This is an optimization exercise on Yosys and OpenROAD, whose aim is small area, a short achievable clock period and few clock cycles per item, not a production implementation.
The RTL was checked by simulation tests, not by an equivalence proof against the original design.
No activity file was given, so power comes from the tool's default toggle rates.

Setup of run 1:
## k7ce
module k7ce (
    input  wire        clk,
    input  wire        rst,         
    input  wire        cmd_valid,
    output reg         cmd_ready,
    input  wire [15:0] cmd_word,
    output reg         out_valid,
    input  wire        out_ready,
    output reg  [7:0]  out_byte,
    output wire [1:0]  st,
    output wire [7:0]  err,
    output wire        fault
);
    localparam KEY_MAX = 256;
    localparam WPORTS  = 16;    
    localparam [1:0] S_IDLE  = 2'd0,
                     S_RUN   = 2'd1,
                     S_FAULT = 2'd2;
    reg [1:0] state;
    reg [7:0] err_r;
    reg       mode;         
    reg [4:0] shift5;       
    reg       shbad;        
    reg       seedz;        
    reg [7:0] taps;
    reg       tapbad;
    reg       kempty;       
    reg       keyovf;
    reg       keybad;
    reg [7:0] wpos;         
    reg [7:0] p0n;          
    reg [7:0] qp;           
    reg [15:0] qlo;         
    reg [15:0] qhi;         
    reg       wok;          
    reg       kfull;        
    reg       do_push, do_data, do_start;
    reg       pwait;        
    reg [7:0] arg_r;        
    reg [7:0] ks_r;         
    reg [5*KEY_MAX-1:0] ring;
    reg [4:0] tap;          
    reg [7:0] lfsr;
    reg       v1;
    reg [7:0] b1;
    assign st    = state;
    assign err   = err_r;
    assign fault = state[1];
    wire take = cmd_valid & cmd_ready;
    wire [7:0] op  = cmd_word[15:8];
    wire [7:0] arg = cmd_word[7:0];
    wire arg0  = (arg == 8'h00);
    wire is_keypush  = (op == 8'h01);
    wire is_setshift = (op == 8'h02);
    wire is_setseed  = (op == 8'h03);
    wire is_tapadd   = (op == 8'h04);
    wire is_start    = (op[7:1] == 7'h04) & arg0;
    wire is_data     = (op == 8'h0A);
    wire is_end      = (op == 8'h0B) & arg0;
    wire is_rst      = (op == 8'h0F) & arg0;
    wire is_param = is_keypush | is_setshift | is_setseed | is_tapadd;
    wire legal    = is_param | is_start | is_data | is_end | is_rst;
    function is_alpha(input [7:0] c);
        is_alpha = (c >= 8'h41 && c <= 8'h5A) || (c >= 8'h61 && c <= 8'h7A);
    endfunction
    wire pstore  = do_push & ~kfull & wok;
    wire [7:0] vflags = {2'b00,
                         tapbad,
                         seedz,
                         shbad,
  ...
For scale: ~3200 cells after synthesis.
==> flow/config.mk <==
export PLATFORM = sky130hd
export DESIGN_NAME = k7ce
export DESIGN_NICKNAME = k7ce
export VERILOG_FILES = /design/flow/design.v
export SDC_FILE = /design/flow/constraint.sdc
export NUM_CORES = 4
export LEC_CHECK = 0
export CAP_MARGIN = 20
export CORE_MARGIN = 2
export CORE_UTILIZATION = 60
export CTS_BUF_LIST = sky130_fd_sc_hd__clkbuf_8 sky130_fd_sc_hd__clkbuf_16
export CTS_CLUSTER_DIAMETER = 100
export CTS_CLUSTER_SIZE = 22
export PLACE_DENSITY = 0.75
export SETUP_SLACK_MARGIN = 5
export SLEW_MARGIN = 20
==> flow/constraint.sdc <==
create_clock -name core_clock -period 8.0 [get_ports {clk}]
set_input_delay 1.6000 -clock core_clock [delete_from_list [all_inputs] [get_ports {clk}]]
set_output_delay 1.6000 -clock core_clock [all_outputs]
set_load 0.01 [all_outputs]
run.sh (not shown) runs the stock make flow with config.mk's settings and CLKGATE_MAP_FILE= SYNTH_SCRIPT=/design/flow/synth_recipe.tcl, a recipe that flattens the netlist after the stock synthesis.
Testbench counts of run 1, summed over its fixed seeds: cycles 65,243, bytes 28,492.
## Diff of input files: run 2 against run 1
- a deleted CTS_BUF_LIST that had been sky130_fd_sc_hd__clkbuf_8 sky130_fd_sc_hd__clkbuf_16
- an added GPL_TIMING_DRIVEN of 0
==> notes.md <==
- Relative to run 1, longest individual stage delay on the worst path decreased by 0.13 ns in run 2.
- Comparing run 1 with run 2, the area after synthesis came out essentially unchanged.
- Area overhead of the layout relative to synthesis on run 2 is up relative to run 1.
- Between run 1 and run 2, the flow reports sequential power decreasing by a few percent.
- Run 2 vs. run 1: cell area after layout went up by about 2.2%.
- Compared with run 1, run 2 shows a higher internal power.
- Sequential share of layout area was higher in the run labelled run 1.
- Going from run 1 to run 2, total chip power grew by a few percent.
- Measured against each other, run 2 and run 1 differ in layout cell share with drive strength beyond 1, the lower figure coming from run 1.
Modified inputs, run 3 compared to run 2
- a deleted GPL_TIMING_DRIVEN that had been 0
- a change of CTS_CLUSTER_SIZE from 22 to 26
- Deepest level of the CTS H-tree came out lower on run 3 than on run 2.
- Part of the total power dissipated in the clock network (lower): run 3
- The setup slack number comes out higher for run 3 vs run 2.
- Summary of run 3 over run 2: count of plain and timing-repair buffers -173; peak clock frequency supported by timing went up about 3%; final instance area fell by 1400 µm²; via density per instance down 3.8%; power consumed by combinational cells shows a reduction of 43%.
- Reported for run 3 and run 2, sequential cell count turned out identical to the last digit.
- Re remaining antenna violation count after routing: no difference whatsoever between run 3 and run 2.
Relative to run 3, the following input files were edited for run 4:
- swapping 26 for 22 in CTS_CLUSTER_SIZE
- Row cell count: run 4 higher / run 3 lower
- CTS H-tree depth ended up 1 higher on run 4 than on run 3.
- The ratio of final minimum period to clock period of run 4 falls short of that of run 3 by 0.76 points.
- [run 4 vs run 3] met3 routing resource usage after global routing: lower in run 4
- Going from run 3 to run 4, the fraction of final layout cells sized beyond drive strength 1 was found to have gone up by 0.63 points.
- Of the two values seen for timing startpoint of the critical path, cmd_word[8] was produced by run 4 and cmd_word[14] by run 3.
- Comparing run 4 with run 3, the routed length on met2 came out essentially unchanged.
- When the final numbers for run 4 and run 3 were put side by side, the power density relative to cell area turned out to be smaller in run 3.
- Diff run 3 -> run 4: post-place instance area saw little to no change, standby leakage power saw an increase, via count saw an increase.

## separate check: timing with driven ports
No port has a modelled driver above. Below, the same layouts with a new extraction and two added sets of constraints.
Step 1 (the two cells are an assumption about what drives the block):
set clk [get_ports {clk}]
set_driving_cell -lib_cell sky130_fd_sc_hd__clkbuf_16 $clk
set_driving_cell -lib_cell sky130_fd_sc_hd__buf_2 [delete_from_list [all_inputs] $clk]
Step 2 adds t to the input delays and takes it off the output delays; t is the mean of the earliest and latest rising clock arrival at the registers after step 1. Input paths then give back, and output paths get back, about the clock's delay inside the block.
Three values: ideal, step 1, step 2; two values: the first two.
run | shift t [ns] | setup WS [ns] | hold slack, ns | clock arrival spread, ns | worst data-port slew with drivers (ns)
run 1 | 0.700 | 5.025 / 4.995 / 4.358 | 0.343 / 0.343 / 0.343 | 0.025 / 0.024 | 0.04
run 2 | 0.722 | 4.887 / 4.887 / 4.366 | 0.342 / 0.342 / 0.342 | 0.027 / 0.027 | 0.04
run 3 | 0.746 | 4.974 / 4.967 / 4.277 | 0.318 / 0.318 / 0.318 | 0.048 / 0.048 | 0.04
run 4 | 0.700 | 5.034 / 4.995 / 4.368 | 0.342 / 0.342 / 0.342 | 0.026 / 0.025 | 0.04
After both steps setup and hold are still met in every run listed. For run 3, which loses most, drivers alone change the setup slack by -0.007 ns; drivers and shift together by -0.697 ns.
